This design comes from an exercise in tuning for small area, a short achievable clock period and few clock cycles per item on the open sky130 flow, not from production work.
In this exercise RTL edits were held to simulation tests only and were not proved equivalent to the original.
Power figures rest on the tool's default switching activity, not on a simulated workload.

`design/flow/design.v`:
```
module hdrs_dec (
    input  wire        clk,
    input  wire        rst,
    input  wire        cmd_valid,
    output wire        cmd_ready,
    input  wire        cmd_op,         
    input  wire        cmd_crc_init,   
    input  wire [4:0]  cmd_nsym,
    input  wire        in_valid,
    output wire        in_ready,
    input  wire [7:0]  in_data,
    output wire        val_valid,
    input  wire        val_ready,
    output wire [31:0] val_data,
    output wire        done,
    output wire [1:0]  done_code,      
    output wire [3:0]  done_sym,
    output wire [9:0]  done_info,
    output wire [4:0]  done_count,
    output wire [6:0]  done_bytes,
    output wire [31:0] done_crc
);
    localparam FD = 6;               
    function [31:0] crc_update;
        input [31:0] st;
        input [7:0]  b;
        integer k;
        reg [31:0] c;
        begin
            c = st ^ {24'd0, b};
            for (k = 0; k < 8; k = k + 1)
                c = c[0] ? ((c >> 1) ^ 32'hEDB88320) : (c >> 1);
            crc_update = c;
        end
    endfunction
    localparam PS_IDLE = 3'd0;
    localparam PS_BM0  = 3'd1;
    localparam PS_BM1  = 3'd2;
    localparam PS_FLD  = 3'd3;
    localparam PS_WRD  = 3'd4;
    localparam PS_STOP = 3'd5;
    localparam CK_0  = 3'd0;
    localparam CK_2  = 3'd1;
    localparam CK_6  = 3'd2;
    localparam CK_8  = 3'd3;
    localparam CK_10 = 3'd4;
    localparam CK_16 = 3'd5;
    localparam TK_DELTA = 2'd1;
    localparam TK_WORD  = 2'd2;
    localparam TK_ERR   = 2'd3;
    reg        err;                  
    reg        q_valid, q_op, q_init, q_bad;
    reg [4:0]  q_n;
    reg [7:0]  fb [0:FD-1];
    reg [2:0]  fc;
    reg [2:0]  po;
    reg [2:0]  pav;                  
    reg [31:0] crc;
    reg [31:0] crc_done;
    reg        crc_initp;            
    reg        c_after;              
    reg        crc_owed;             
    reg        bnd_valid;            
    reg [2:0]  bnd_left;
    reg [6:0]  bnd_bytes;
    reg [1:0]  bnd_pops;             
    reg [4:0]  bnd_cnt;
    reg [2:0]  ps;
    reg        p_op;
    reg [4:0]  p_n;
    reg [15:0] p_bm;                 
    reg [1:0]  p_k;
    reg [6:0]  p_bytes;              
    reg [1:0]  p_popr;
    reg [2:0]  bp;
    reg [4:0]  p_cnt;
    reg [23:0] acc;
    reg [15:0] bq;
    reg        bq_valid;
    reg [4:0]  bq_n;
    reg        t_valid;
    reg [1:0]  t_kind;
    reg [7:0]  t_pay;
    reg [9:0]  t_pos;
    reg        u_valid;
    reg [1:0]  u_kind;
    reg [7:0]  u_pay;
    reg [9:0]  u_pos;
    reg [31:0] w [0:15];
    reg        r_act;
    reg [15:0] r_bm;
    reg [4:0]  r_n;
    reg [4:0]  r_rem;
    reg [2:0]  r_waste;
    reg [2:0]  r_L;                  
    reg        p15, p14, l15, l14;
    reg        done_r;
    reg        dpend;                
    reg        e_pend;               
    reg [1:0]  d_code;
    reg [3:0]  d_sym;
    reg [9:0]  d_info;
    reg [4:0]  d_count;
    reg [6:0]  d_bytes;
    genvar gi;
    assign in_ready = !err && (fc != FD);
    wire   in_fire  = in_valid && in_ready;
    assign cmd_ready = !q_valid && !err;
    wire   cmd_fire  = cmd_valid && cmd_ready;
    wire       blk     = crc_owed && !done_r;
    wire       ev      = bnd_valid && (bnd_left == 3'd0) && !blk;
    wire       c1      = (po != 3'd0) && !(bnd_valid && bnd_left == 3'd0);
    wire       c2      = (po[2:1] != 2'd0) && !(bnd_valid && bnd_left[2:1] == 2'd0);
    wire [1:0] c_n     = {c2, c1 && !c2};
    wire       c_rst   = crc_initp && c_after;
    wire [31:0] crc_1  = crc_update(c_rst ? 32'hFFFFFFFF : ~crc, fb[0]);
    wire [31:0] crc_nx = ~(c_n[1] ? crc_update(crc_1, fb[1]) : crc_1);
    wire [23:0] w24  = (po[1:0] == 2'd0) ? {fb[0], fb[1], fb[2]} :
                       ((po[1:0] == 2'd1) ? {fb[1], fb[2], fb[3]} : {fb[2], fb[3], fb[4]});
    wire [23:0] wsh  = w24 << bp;
    wire [15:0] W16  = wsh[23:8];
    wire [9:0]  W    = wsh[23:14];
    wire        p_ok = (po <= 3'd2);
    wire [1:0]  nb2  = (bp == 3'd7) ? 2'd2 : 2'd1;
    wire [1:0]  nb6  = (bp >= 3'd3) ? 2'd2 : 2'd1;
    wire [1:0]  nb8  = (bp != 3'd0) ? 2'd2 : 2'd1;
    wire [1:0]  nb10 = (bp == 3'd7) ? 2'd3 : 2'd2;
    wire [1:0]  nb16 = (bp != 3'd0) ? 2'd3 : 2'd2;
    wire        has2  = p_ok && (pav >= {1'b0, nb2});
    wire        has6  = p_ok && (pav >= {1'b0, nb6});
    wire        has8  = p_ok && (pav >= {1'b0, nb8});
    wire        has10 = p_ok && (pav >= {1'b0, nb10});
    wire        has16 = p_ok && (pav >= {1'b0, nb16});
    wire [7:0]  bA, bB;
    generate
        for (gi = 0; gi < 8; gi = gi + 1) begin : g_rev
            assign bA[gi] = W16[15 - gi];
            assign bB[gi] = W16[7 - gi];
        end
    endgenerate
    wire [7:0]  m0, m1;
    generate
        for (gi = 0; gi < 8; gi = gi + 1) begin : g_mask
            assign m0[gi] = (gi < p_n);
            assign m1[gi] = (gi + 8 < p_n);
        end
    endgenerate
    wire        bm_two = (ps == PS_BM0) && (p_n > 5'd8) && has16;
    wire [7:0]  bmA   = bA & ((ps == PS_BM0) ? m0 : m1);
    wire [7:0]  bmB   = bB & m1;
    wire        bm_zero = ((bmA | (bmB & {8{bm_two}}) | ((ps == PS_BM1) ? bq[7:0] : 8'd0)) == 8'd0);
    wire        t_take;
    wire        bq_take;
    wire        t_free   = !u_valid;                            
    wire        acc_free = !(t_valid && t_kind == TK_WORD) &&    
                           !(u_valid && u_kind == TK_WORD);
    wire        bq_free = !bq_valid || bq_take;
    wire        drained = (fc == 3'd0) && !bnd_valid && !t_valid && !bq_valid && !r_act &&
                          !p15 && !p14 && !done_r && !crc_owed && !dpend;
    reg         p_go;
    reg  [2:0]  cons;            
    reg         rec_end;         
    reg         emit;
    reg  [1:0]  e_kind;
    reg  [7:0]  e_pay;
    reg  [1:0]  acc_sh;          
    reg         load_q;
    reg         refuse;
    reg         bq_set;
    reg  [2:0]  ps_n;
    wire [15:0] p_bm_n    = p_bm & (p_bm - 16'd1);
    wire        last_fl   = (p_bm_n == 16'd0);
    wire        q_load_ok = q_valid && !q_bad && bq_free;
    wire        bnd_free  = !bnd_valid || ev;
    always @(*) begin
        p_go      = 1'b0;
        cons      = CK_0;
        rec_end   = 1'b0;
        emit      = 1'b0;
        e_kind    = TK_DELTA;
        e_pay     = W[7:0];
        acc_sh    = 2'd0;
        load_q    = 1'b0;
        refuse    = 1'b0;
        bq_set    = 1'b0;
        ps_n      = ps;
        case (ps)
            PS_IDLE: begin
                if (q_load_ok)
                    load_q = 1'b1;
                else if (q_valid && q_bad && drained)
                    refuse = 1'b1;
            end
            PS_BM0, PS_BM1: begin
                if (has8 && bnd_free) begin
                    p_go   = 1'b1;
                    cons   = bm_two ? CK_16 : CK_8;
                    if (ps == PS_BM0 && p_n > 5'd8 && !bm_two) begin
                        ps_n = PS_BM1;
                    end else begin
                        bq_set = 1'b1;
                        if (bm_zero)
                            rec_end = 1'b1;
                        else
                            ps_n = PS_FLD;
                    end
                end
            end
            PS_FLD: begin
                if (t_free && (!last_fl || bnd_free)) begin
                    case (W[9:8])
                        2'b00: if (has6) begin
                            p_go = 1'b1; emit = 1'b1; cons = CK_6;
                            e_pay = {{4{W[7]}}, W[7:4]};
                            rec_end = last_fl;
                        end
                        2'b01: if (has10) begin
                            p_go = 1'b1; emit = 1'b1; cons = CK_10;
                            rec_end = last_fl;
                        end
                        2'b10: if (has10 && acc_free) begin
                            p_go = 1'b1; cons = CK_10;
                            acc_sh = 2'd1;
                            ps_n = PS_WRD;
                        end
                        default: if (has2) begin
                            p_go = 1'b1; emit = 1'b1; cons = CK_2;
                            e_kind = TK_ERR;
                            ps_n = PS_STOP;
                        end
                    endcase
                end
            end
            PS_WRD: begin
                if (!p_op && p_k == 2'd1) begin
                    if (t_free && acc_free && has16 && (!last_fl || bnd_free)) begin
                        p_go = 1'b1; cons = CK_16;
                        emit = 1'b1; e_kind = TK_WORD; e_pay = W16[7:0];
                        acc_sh = 2'd3;
                        rec_end = last_fl;
                        ps_n = last_fl ? PS_IDLE : PS_WRD;
                    end
                end else if (p_k == 2'd2) begin
                    if (t_free && acc_free && has8 && (!last_fl || bnd_free)) begin
                        p_go = 1'b1; cons = CK_8;
                        emit = 1'b1; e_kind = TK_WORD; e_pay = W16[15:8];
                        rec_end = last_fl;
                        ps_n = last_fl ? PS_IDLE : PS_FLD;
                    end
                end else begin
                    if (acc_free && has16) begin
                        p_go = 1'b1; cons = CK_16;
                        acc_sh = 2'd2;
                    end
                end
            end
            default: ;
        endcase
        if (rec_end) begin
            if (q_load_ok && !bq_set)
                load_q = 1'b1;
            else
                ps_n = PS_IDLE;
        end
        if (err) begin
            p_go = 1'b0; emit = 1'b0; load_q = 1'b0; refuse = 1'b0; acc_sh = 2'd0;
            bq_set = 1'b0; rec_end = 1'b0; cons = CK_0;
        end
    end
    reg  [1:0] pops;
    reg  [2:0] bp_n;
    always @(*) begin
        case (cons)
            CK_2:    begin pops = rec_end ? nb2  : {1'b0, bp[2:1] == 2'd3}; bp_n = bp + 3'd2; end
            CK_6:    begin pops = rec_end ? nb6  : {1'b0, bp >= 3'd2};      bp_n = bp + 3'd6; end
            CK_8:    begin pops = rec_end ? nb8  : 2'd1;                    bp_n = bp;        end
            CK_10:   begin pops = rec_end ? nb10 : ((bp >= 3'd6) ? 2'd2 : 2'd1); bp_n = bp + 3'd2; end
            CK_16:   begin pops = rec_end ? nb16 : 2'd2;                    bp_n = bp;        end
            default: begin pops = 2'd0;                                     bp_n = bp;        end
        endcase
        if (rec_end) bp_n = 3'd0;
    end
    wire [2:0] po_n  = po + {1'b0, pops} - {1'b0, c_n};
    wire [6:0] p_be  = p_bytes + {5'd0, p_popr};
    reg  [31:0] head;
    always @(*) begin
        case (r_L)
            3'd4:    head = w[0];
            3'd3:    head = w[2];
            3'd2:    head = w[4];
            3'd1:    head = w[6];
            default: head = w[8];
        endcase
    end
    wire [23:0] h_up = head[31:8] + 24'd1;
    wire [23:0] h_dn = head[31:8] - 24'd1;
    wire [8:0]  lo8  = {1'b0, head[7:0]} + {1'b0, t_pay};
    wire        ovf  = (lo8[8] && !t_pay[7] && head[31:8] == 24'h7FFFFF) ||
                       (!lo8[8] && t_pay[7] && head[31:8] == 24'h800000);
    wire [31:0] nv   = (t_kind == TK_WORD) ? {acc, t_pay} :
                       {(lo8[8] && !t_pay[7]) ? h_up : ((!lo8[8] && t_pay[7]) ? h_dn : head[31:8]),
                        lo8[7:0]};
    wire ring_free = !p14;
    wire vv        = p14 || p15;
    wire v_last    = p14 ? l14 : l15;
    wire val_fire  = vv && val_ready;
    wire is_sym    = (r_rem != 5'd0);
    wire need_tok  = is_sym && r_bm[0];
    wire step      = !err && r_act && ring_free && (!need_tok || t_valid);
    wire use_tok   = step && need_tok;
    wire bad       = use_tok && ((t_kind == TK_ERR) || ((t_kind == TK_DELTA) && ovf));
    wire d_want    = dpend || (val_fire && v_last);
    wire d_go      = d_want && crc_owed && !done_r;
    wire e_go      = e_pend && !dpend && !vv && !done_r;
    assign t_take  = use_tok;
    wire rec_last  = is_sym ? ((r_rem == 5'd1) && (r_waste == 3'd0)) : (r_waste == 3'd1);
    wire r_end     = step && rec_last;
    wire r_load    = bq_valid && (!r_act || r_end) && !err;
    assign bq_take = r_load;
    assign val_valid  = vv;
    assign val_data   = p14 ? w[14] : w[15];
    assign done       = done_r;
    assign done_code  = d_code;
    assign done_sym   = d_sym;
    assign done_info  = d_info;
    assign done_count = d_count;
    assign done_bytes = d_bytes;
    assign done_crc   = crc_done;
    integer i;
    always @(posedge clk) begin
        if (step) begin
            for (i = 0; i < 15; i = i + 1)
                w[i] <= w[i + 1];
            w[15] <= use_tok ? nv : head;
        end
        for (i = 0; i < FD; i = i + 1) begin
            if (in_fire && (c2 ? (fc == i + 2) : (c1 ? (fc == i + 1) : (fc == i))))
                fb[i] <= in_data;
            else if (c_n == 2'd1 && i < FD - 1)
                fb[i] <= fb[i + 1];
            else if (c_n == 2'd2 && i < FD - 2)
                fb[i] <= fb[i + 2];
        end
        case (acc_sh)
            2'd1: acc <= {acc[15:0], W[7:0]};
            2'd2: acc <= {acc[7:0], W16};
            2'd3: acc <= {acc[15:0], W16[15:8]};
            default: ;
        endcase
        if (emit && (!t_valid || (t_take && !u_valid))) begin
            t_kind <= e_kind;
            t_pay  <= e_pay;
            t_pos  <= {p_be, bp};
        end else if (t_take) begin
            t_kind <= u_kind;
            t_pay  <= u_pay;
            t_pos  <= u_pos;
        end
        if (emit) begin
            u_kind <= e_kind;
            u_pay  <= e_pay;
            u_pos  <= {p_be, bp};
        end
        if (p_go && ps == PS_BM0)
            bq <= {bmB & {8{bm_two}}, bmA};
        if (p_go && ps == PS_BM1)
            bq[15:8] <= bmA;
        if (bq_set)
            bq_n <= p_n;
        if (load_q && !q_op) begin
            for (i = 0; i < 16; i = i + 1)
                bq[i] <= (i < q_n);
            bq_n <= q_n;
        end
        if (r_load) begin
            r_bm  <= bq;
            r_n   <= bq_n;
            r_rem <= bq_n;
            if (bq_n > 5'd8) begin
                r_L <= (bq_n - 5'd7) >> 1;                        
                r_waste <= {2'd0, bq_n[0]};
            end else begin
                r_L <= 3'd0; r_waste <= 3'd0 - bq_n[2:0];         
            end
        end else if (step) begin
            r_bm <= r_bm >> 1;
            if (is_sym) r_rem <= r_rem - 5'd1;
            else        r_waste <= r_waste - 3'd1;
        end
        if (rec_end) begin
            bnd_left  <= po_n;
            bnd_bytes <= p_be;
            bnd_pops  <= pops;
            bnd_cnt   <= (!p_op || ps == PS_BM0 || ps == PS_BM1) ? 5'd0 : p_cnt + 5'd1;
        end else if (bnd_valid) begin
            bnd_left  <= bnd_left - {1'b0, c_n};
        end
        if (rst) begin
            err        <= 1'b0;
            q_valid    <= 1'b0;
            fc         <= 3'd0;
            po         <= 3'd0;
            pav        <= 3'd0;
            crc        <= 32'd0;
            crc_done   <= 32'd0;
            crc_initp  <= 1'b0;
            c_after    <= 1'b1;
            crc_owed   <= 1'b0;
            bnd_valid  <= 1'b0;
            bp         <= 3'd0;
            ps         <= PS_IDLE;
            bq_valid   <= 1'b0;
            t_valid    <= 1'b0;
            u_valid    <= 1'b0;
            r_act      <= 1'b0;
            p15        <= 1'b0;
            p14        <= 1'b0;
            l15        <= 1'b0;
            l14        <= 1'b0;
            done_r     <= 1'b0;
            dpend      <= 1'b0;
            e_pend     <= 1'b0;
        end else begin
            if (cmd_fire) begin
                q_valid <= 1'b1;
                q_op    <= cmd_op;
                q_n     <= cmd_nsym;
                q_init  <= cmd_crc_init;
                q_bad   <= (cmd_nsym == 5'd0) || (cmd_nsym > 5'd16);
            end
            fc <= fc + {2'd0, in_fire} - {1'b0, c_n};
            po <= po_n;
            pav <= pav + {2'd0, in_fire} - {1'b0, pops};
            if (c_n != 2'd0) begin
                crc <= crc_nx;
                if (c_rst) crc_initp <= 1'b0;
            end
            if (ev && !load_q)
                c_after <= 1'b1;
            if (ev) begin
                crc_done <= crc;
                d_bytes  <= bnd_bytes + {5'd0, bnd_pops};
                d_count  <= bnd_cnt;
                d_code   <= 2'd0;
            end
            if (rec_end)
                bnd_valid <= 1'b1;
            else if (ev)
                bnd_valid <= 1'b0;
            if (ev)
                crc_owed <= 1'b1;
            else if (done_r)
                crc_owed <= 1'b0;
            bp <= bp_n;
            p_bytes <= p_be;
            p_popr  <= pops;
            ps <= ps_n;
            if (p_go && (ps == PS_BM0 || ps == PS_BM1)) begin
                p_cnt <= 5'd0;
                if (ps == PS_BM0) p_bm <= {bmB & {8{bm_two}}, bmA};
                else              p_bm[15:8] <= bmA;
            end
            if (ps == PS_WRD && p_go)
                p_k <= (p_k == 2'd2 || (!p_op && p_k == 2'd1)) ? (p_op ? 2'd1 : 2'd0) : p_k + 2'd1;
            if (ps == PS_FLD && acc_sh != 2'd0)
                p_k <= 2'd1;
            if (emit)
            begin
                p_bm  <= p_bm_n;
                p_cnt <= p_cnt + 5'd1;
            end
            if (bq_set)
                bq_valid <= 1'b1;
            else if (bq_take)
                bq_valid <= 1'b0;
            if (refuse) begin
                q_valid <= 1'b0;
                d_code  <= 2'd1;
                d_count <= 5'd0;
            end
            if (load_q) begin
                q_valid <= 1'b0;
                p_op    <= q_op;
                p_n     <= q_n;
                p_bytes <= 7'd0;
                p_popr  <= 2'd0;
                p_k     <= 2'd0;
                if (q_init) crc_initp <= 1'b1;
                c_after <= !(rec_end || (bnd_valid && !ev));
                if (q_op) begin
                    ps <= PS_BM0;
                end else begin
                    ps       <= PS_WRD;
                    for (i = 0; i < 16; i = i + 1)
                        p_bm[i] <= (i < q_n);
                    bq_valid <= 1'b1;
                end
            end
            case ({emit, t_take})
                2'b10: begin
                    if (t_valid) u_valid <= 1'b1;
                    t_valid <= 1'b1;
                end
                2'b01: begin
                    t_valid <= u_valid;
                    u_valid <= 1'b0;
                end
                default: ;
            endcase
            if (r_load)
                r_act <= 1'b1;
            else if (r_end)
                r_act <= 1'b0;
            if (step) begin
                p14 <= p15 && !val_fire;
                l14 <= l15;
                p15 <= is_sym && !bad;
                l15 <= (r_rem == 5'd1);
            end else if (val_fire) begin
                if (p14) p14 <= 1'b0;
                else     p15 <= 1'b0;
            end
            done_r <= d_go || e_go || refuse;
            dpend  <= d_want && !d_go;
            if (bad) begin
                err    <= 1'b1;
                e_pend <= 1'b1;
            end
            if (use_tok && !err) begin       
                d_sym  <= r_n[3:0] - r_rem[3:0];
                d_info <= t_pos;
            end
            if (e_go) begin
                e_pend <= 1'b0;
                d_code <= 2'd2;
            end
        end
    end
endmodule
```
`design/flow/constraint.sdc`:
```
create_clock -name core_clock -period 8.0 [get_ports {clk}]
set_input_delay 1.6000 -clock core_clock [delete_from_list [all_inputs] [get_ports {clk}]]
set_output_delay 1.6000 -clock core_clock [all_outputs]
set_load 0.01 [all_outputs]
```
`design/flow/run.sh`:
```
#!/bin/bash
# synth_recipe.tcl (not shown) runs the flow's synth.tcl, then flattens the netlist and writes it again
# the make line also repeats each setting of config.mk as NAME=value (left out here)
make -C /OpenROAD-flow-scripts/flow DESIGN_CONFIG=/design/flow/config.mk WORK_HOME=/design/flow/orfs CLKGATE_MAP_FILE= SYNTH_SCRIPT=/design/flow/synth_recipe.tcl finish
```
`design/flow/config.mk`:
```
export PLATFORM = sky130hd
export DESIGN_NAME = hdrs_dec
export DESIGN_NICKNAME = hdrs_dec
export VERILOG_FILES = /design/flow/design.v
export SDC_FILE = /design/flow/constraint.sdc
export NUM_CORES = 4
export LEC_CHECK = 0
export ABC_AREA = 1
export CAP_MARGIN = 20
export CORE_MARGIN = 2
export CORE_UTILIZATION = 50
export CTS_CLUSTER_DIAMETER = 80
export CTS_CLUSTER_SIZE = 24
export PLACE_DENSITY = 0.65
export SETUP_SLACK_MARGIN = 4.5
export SLEW_MARGIN = 20
export TNS_END_PERCENT = 5
```
==> reports/qor.yml, run 1 <==
sta:
  fmax_mhz: 247
  period_needed_ps: 4040
  fin_worst_skew_ps: 27.5
  relSlewSlack_pct: 27.9
  slew_viol_final: 0
  fin_crit_sh_pct: 50.6
  rsz0062_at_grt: "yes"
  setup_viol: 0
  finalSetupTns_ps: 0
  hold_violations: 0
  worst_slew_pin_slew_ps: 1080
setup_path:
  critPathLaunchType: "register"
  worstSetupPathType: "register to register"
  r2r_start: "p_bm[2]"
  slowest_delay_ps: 520
  cp_common_cell: "nand2_2"
  startpoint: "p_bm[2]"
  cp_max_fo: 6
  cp.required_ps: 8390
  cp.arrival_ps: 4440
  cpMaxStageDelayCell: "edfxtp_1"
  worst_setup_path_end_kind: "register"
placement:
  portBuffers: 114
  place.gp.congestion: 0.942
  dp.cells: 4839
  hpwl_um: 68500
die:
  die-area_um2: 80800
  io_pins: 116
  die_y_um: 284
  initial_utilization_pct: 50.6
  rows: 102
  coreArea_um2: 77600
  die_w_um: 284
clock_tree:
  cts_buffers: 46
  clock_latency_ps: 630
  numClockSinks: 859
  clk_pin_slew_ps: 100
  h-tree-depth: 2
  cts_tree: "built"
  cts.root.buffer_cell: "clkbuf_16"
  cts_buffer_depth: 3
yosys:
  yosys_warnings: 3
  ys.flop_type: "edfxtp_1"
  async_flop_share_pct: 0
  synth_cell_types: 68
  synth_enable_flop_cells: 764
  synthesis.nets: 3852
  avgSynthCellArea_um2: 10.4
  seq_area_frac_synth_pct: 63.2
  synth_area_um2: 39300
  ys_seq_elements: 859
  netlist_instances: 3779
finish:
  layoutNonFillerInstCount: 5061
  diodes: 0
  drive_gt1_share_pct: 12.9
  fillCellCount: 6631
  finalNetCount: 4073
  areaGrowthSynthToFinish_pct: 14.9
  final_cell_mix: "nand2_1, edfxtp_1, inv_1, nor2_1, o21ai_0"
  final_common_cell: "nand2_1"
status:
  status: "finished clean"
run:
  drv_cap: 0
pwr:
  switching_share_pct: 46.1
  p_int_w: 0.0108
  p_leak_nw: 17.5
  p_clk_share_pct: 12.8
  p_seq_share_pct: 33.5
  vdd_ir_drop_max_mv: 0.382
  p_comb_share_pct: 53.7
  power.switching_w: 0.00922
  p_total_w: 0.0200
  power_density_nw_per_um2: 443
grt:
  antenna_found_initial: 0
  grt_overflow: 0
  grt_pass1_wl_um: 155000
  grtUsageTotal_pct: 24.8
  grt_max_degree: 218
  grt_pass1_vias: 26500
drt:
  avgViaCountPerCell: 5.56
  drtPass1Iterations: 6
  num_vias: 28100
  detail-route-antenna-nets: 0
  wl_per_cell_um: 20.4
  drt_iter0_markers: 2915
  drt_drc_violations_left: 0
  wirelength_um: 103000
worst_hold_path:
  min_from: "w[13][6]"
  hp-class: "register to register"
==> repair_timing <==
action | CTS | global route
endpoints found under the setup margin | 882 | 373
hold buffers | 0 | 0
cloned | 11 | 4
setup buffers | 106 | 30
resized for setup | 167 | 129
pin swaps | 63 | 68
==> registers in the layout, summed over array words and instances, names as in the netlist, 8 cells and up <==
signal,count
acc,24
bq,16
crc,32
crc_done,32
d_info,9
fb,48
p_bm,16
r_bm,16
t_pay,8
t_pos,9
u_pay,8
u_pos,9
w,512
==> layout make-up <==
type	count	area, µm²	share of cell area [%]
tap	1040	1300	2.88
clock buffer	52	1170	2.60
timing repair buffer	278	2640	5.84
multi-input combinational	2437	13500	29.8
timing repair inverter	6	37.5	0.0832
inverter	372	1470	3.25
sequential	859	24900	55.1
clock inverter	17	191	0.424
==> final timing paths <==
path	endpoint	slack (ps)	cells past startpoint
min	w[12][6]	410	0
max reg2reg	bnd_left[2]	3960	25
max	bnd_left[2]	3960	25
min reg2reg	w[12][6]	410	0
==> power groups by stage <==
stage | clock network, W | logic, W | registers (W)
floorplan | 0 | 0.00727 | 0.00674
global placement | 0 | 0.00965 | 0.00677
detailed placement | 0 | 0.00974 | 0.00678
CTS | 0.00263 | 0.0102 | 0.00669
global route | 0.00278 | 0.0118 | 0.00678
finish | 0.00257 | 0.0107 | 0.00670
==> layer usage <==
layer	part of all wire, %	wire length, µm	up-vias	GRT usage (%)
met5	0	0	-	0
li1	-	-	13300	-
met2	46	47600	1135	39.4
met3	6.9	7160	203	3.57
met4	3.5	3570	0	8.55
met1	43	44800	13500	34.9
==> synth_stat cells, drive strengths merged, types with 2 or more instances <==
cell type,count,share of area (%)
inv,364,3.5
nor3,29,0.43
and3,2,0.032
o22ai,5,0.080
clkinv,8,0.076
o21bai,3,0.057
edfxtp,764,58
or2,14,0.22
a21oi,121,1.6
dfxtp,95,4.8
o21ai,249,3.2
nand4,76,1.3
fa,9,0.46
o221ai,18,0.40
o2111ai,3,0.067
nor2,332,3.3
a221oi,9,0.20
nor4,4,0.064
o31ai,3,0.057
xor2,116,3.1
a31oi,13,0.21
nand3b,12,0.23
ha,44,1.4
o21a,3,0.057
a22oi,17,0.32
clkbuf,79,0.76
buf,40,0.67
a22o,9,0.20
nand3,208,2.7
xnor2,22,0.55
nand2,1043,10
o211ai,52,0.99
==> critical path: cells and delay by family, from the launching register on <==
kind                     cells  cell delay, ps
adder cells (fa/ha/maj)      3             690
buffers and inverters        7             640
flip-flops                   1             520
XOR/XNOR                     1             170
AO/OA/AOI/OAI                2             340
AND/OR/NAND/NOR             12            1460
==> logic make-up after synthesis <==
| logic type | Yosys count | share of synthesized area (%) |
|---|---|---|
| other | 1 | 0.00955 |
| buffers and inverters | 491 | 4.98 |
| adders and majority gates | 53 | 1.86 |
| AOI/OAI and AO/OA | 513 | 7.61 |
| muxes | 1 | 0.0255 |
| xor gates and xnor gates | 138 | 3.64 |
| and+or+nand+nor | 1723 | 18.6 |
| DFF | 859 | 63.2 |
==> stage by stage <==
step           hold slack, ps  util [%]  instance area [µm²]  setup WS, ps
6_report                  411      58.2                45100          3960
3_5_place_dp              405      53.4                41500          2570
2_1_floorplan             400         -                39400         -1040
5_1_grt                   395      58.2                45100          3820
3_3_place_gp              400      53.4                41500          2670
4_1_cts                   396      57.1                44300          4080
Testbench counts, summed over its fixed seeds: cycles 13,733, symbols 9,235.
==> run 2, diff against run 1 <==
--- a/design/flow/config.mk
+++ b/design/flow/config.mk
@@ -13,5 +13,5 @@
 export CTS_CLUSTER_SIZE = 24
 export PLACE_DENSITY = 0.65
-export SETUP_SLACK_MARGIN = 4.5
+export SETUP_SLACK_MARGIN = 4.75
 export SLEW_MARGIN = 20
 export TNS_END_PERCENT = 5
==> run 2 against run 1 <==
Clock power hardly changed. First-iteration DRC count is 3.2% higher. Design area is 1.2% higher. Sequential share of layout area is 0.63 points lower. Final cell count is 0.55% higher. Critical path type unchanged. Synthesized cell count stayed put. Global-route usage is 0.21 points higher. Non-clock buffer count is 25 higher. Clock-buffer cell count stayed put. Largest cell class unchanged.
==> reports/qor.yml, run 2 <==
yosys:
  synthesis.nets: 3852
  synth_area_um2: 39300
  yosys_warnings: 3
  synth_enable_flop_cells: 764
  synth_top_cell_area_share_pct: 58.4
  seq_area_frac_synth_pct: 63.2
  synth_cell_types: 68
  netlist_instances: 3779
  yosys.area.top_type: "edfxtp_1"
  synth.area.top_cells: "edfxtp_1, nand2_1, dfxtp_1"
  async_flop_share_pct: 0
  synth.most_common_cell: "nand2_1"
  ys_seq_elements: 859
  avgSynthCellArea_um2: 10.4
  synthTopCellsByCount: "nand2_1, edfxtp_1, inv_1, nor2_1, o21ai_0"
  ys.flop_type: "edfxtp_1"
worst_hold_path:
  hp-class: "register to register"
  min_from: "w[13][6]"
sta:
  worst_slew_pin_slew_ps: 1070
  hold_violations: 0
  rsz0062_at_grt: "yes"
  period_needed_ps: 4050
  setup_viol: 0
  fin_worst_skew_ps: 26.7
  slew_viol_final: 0
  fmax_mhz: 247
  fin_crit_sh_pct: 50.7
  postLayoutSetupSlackWorst_ps: 3950
  hold_slack_ps: 413
  relSlewSlack_pct: 27.8
setup_path:
  cp.required_ps: 8390
  cp_max_fo: 6
  critPathLaunchType: "register"
  startpoint: "p_bm[4]"
  cp.arrival_ps: 4450
  worst_setup_path_end_kind: "register"
  worstSetupPathType: "register to register"
  r2r_start: "p_bm[4]"
grt:
  grt_overflow: 0
  grt_max_degree: 218
  grt_pass1_wl_um: 156000
  grt_pass1_vias: 26600
  antenna_found_initial: 0
  grtUsageTotal_pct: 25.0
clock_tree:
  cts_tree: "built"
  numClockSinks: 859
  clock_latency_ps: 630
  h-tree-depth: 2
  cts_buffers: 46
  cts_buffer_depth: 3
  cts.root.buffer_cell: "clkbuf_16"
  cts_hold_buf: 0
  clk_pin_slew_ps: 100
finish:
  multi_input_area_um2: 13600
  final_cell_mix: "nand2_1, edfxtp_1, inv_1, nor2_1, o21ai_0"
  fin_area_um2: 45600
  fillCellCount: 6561
  areaGrowthSynthToFinish_pct: 16.2
  layoutNonFillerInstCount: 5089
  largest_register_ffs: 512
  finalNetCount: 4101
  largest_register: "w"
  biggestRegsByFlops: "w: 512 flops, fb: 48 flops"
  regArea_um2: 24900
  diodes: 0
  final_common_cell: "nand2_1"
  drive_gt1_share_pct: 14.1
pwr:
  p_leak_nw: 17.7
  p_seq_share_pct: 33.2
  switching_share_pct: 46.1
  power.switching_w: 0.00930
  power_density_nw_per_um2: 442
  p_comb_share_pct: 54.1
  p_int_w: 0.0109
  p_total_w: 0.0202
  vdd_ir_drop_max_mv: 0.380
  p_clk_share_pct: 12.7
drt:
  detail-route-antenna-nets: 0
  wl_per_cell_um: 20.5
  dr_wl_met3_um: 7290
  avgViaCountPerCell: 5.56
  wirelength_um: 104000
  drt_iter0_markers: 3007
  num_vias: 28300
  wl_met1_um: 45200
  top_layer: "met4"
  met2WireLength_um: 47900
  drtPass1Iterations: 7
  drt_drc_violations_left: 0
die:
  die_w_um: 284
  io_pins: 116
  die_y_um: 284
  die-area_um2: 80800
  initial_utilization_pct: 50.6
  rows: 102
  coreArea_um2: 77600
placement:
  place.gp.congestion: 0.942
  portBuffers: 114
  placedInstanceArea_um2: 41500
  hpwl_um: 68500
  dp.cells: 4839
  preCtsSetupSlack_ps: 2570
status:
  status: "finished clean"
run:
  drv_cap: 0
[run 2: what timing repair did]
action                                  4_1_cts  5_1_grt
endpoints found under the setup margin      983      525
gates cloned                                 14        4
gates resized for setup                     178      193
pin swaps                                    66       82
setup buffers                               115       46
[run 2: final cells by class]
class,instances,area share (%)
inverter,372,3.24
clock buffer,52,2.57
multi-input combinational,2440,29.9
sequential,859,54.5
clock inverter,17,0.419
tap,1040,2.85
timing repair buffer,303,6.50
timing repair inverter,6,0.0822
[run 2: logic make-up after synthesis]
group           share of synthesized area (%)
simple gates                             18.6
fa+ha+maj                                1.86
compound gates                           7.61
xor+xnor                                 3.64
mux                                    0.0255
buf+inv                                  4.98
other cells                           0.00955
flops                                    63.2
[run 2: worst paths after layout]
| kind | to | slack (ps) | depth (start not counted) |
|---|---|---|---|
| worst min-delay path | w[12][6] | 410 | 0 |
| worst max-delay path | bnd_left[2] | 3950 | 24 |
| worst min register to register | w[12][6] | 410 | 0 |
| worst max register to register | bnd_left[2] | 3950 | 24 |
[run 2: critical path, cell delays in order (launching register included)]
cell      delay (ps)
edfxtp_1         480
buf_4            180
nand3b_1         220
nand2_1          160
nand2_2           70
nor3_4           300
nand4_4          260
buf_6            200
nand4_1          100
nand2_2           80
nor2_4           130
nor2_4            60
nand2_2           90
nor2_1            40
nor2_1           120
nand3_2          110
inv_2             80
ha_4             200
inv_4             50
ha_4             110
inv_2             40
fa_2             380
xor2_2           170
o21ai_1          140
inv_1             40
[run 2: power by group through the flow]
stage / sequential, W / combinational (W) / clock, W
after floorplan: 0.00674 / 0.00727 / 0
final: 0.00670 / 0.0109 / 0.00256
after global placement: 0.00677 / 0.00965 / 0
after global routing: 0.00678 / 0.0119 / 0.00278
after detailed placement: 0.00678 / 0.00974 / 0
after CTS: 0.00669 / 0.0103 / 0.00263
[run 2: per-layer routing]
| layer | GRT usage, % | vias up |
|---|---|---|
| met2 | 39.6 | 1136 |
| met4 | 8.87 | 0 |
| li1 | - | 13400 |
| met1 | 35.2 | 13500 |
| met3 | 3.70 | 235 |
| met5 | 0 | - |
[run 2: through the flow]
step / util (%) / setup TNS [ps]
floorplan: - / -594150
global placement: 53.4 / 0
detailed placement: 53.4 / 0
CTS: 57.3 / 0
global route: 58.8 / 0
finish: 58.8 / 0

-- afterwards: timing with drivers on the ports --
No port has a modelled driver above. Below, the same layouts with a new extraction and two added sets of constraints.
Step 1: set_driving_cell puts a clkbuf_16 on clk and a buf_2 on each other input, an assumption about the parent block.
Step 2 adds t to the input delays and takes it off the output delays; t is the mean of the earliest and latest rising clock arrival at the registers after step 1. Input paths then give back, and output paths get back, about the clock's delay inside the block.
a / b / c = no drivers / after step 1 / after step 2; a / b = the first two.
run	t (ns)	setup slack, ns	hold WS [ns]	worst register clock-pin slew, ns	worst slew at a driven data input, ns
run 1	0.686	3.955 / 3.955 / 3.955	0.411 / 0.411 / 0.411	0.10 / 0.10	0.03
run 2	0.681	3.945 / 3.945 / 3.945	0.413 / 0.413 / 0.413	0.10 / 0.10	0.03
After both steps every run listed still meets setup and hold.
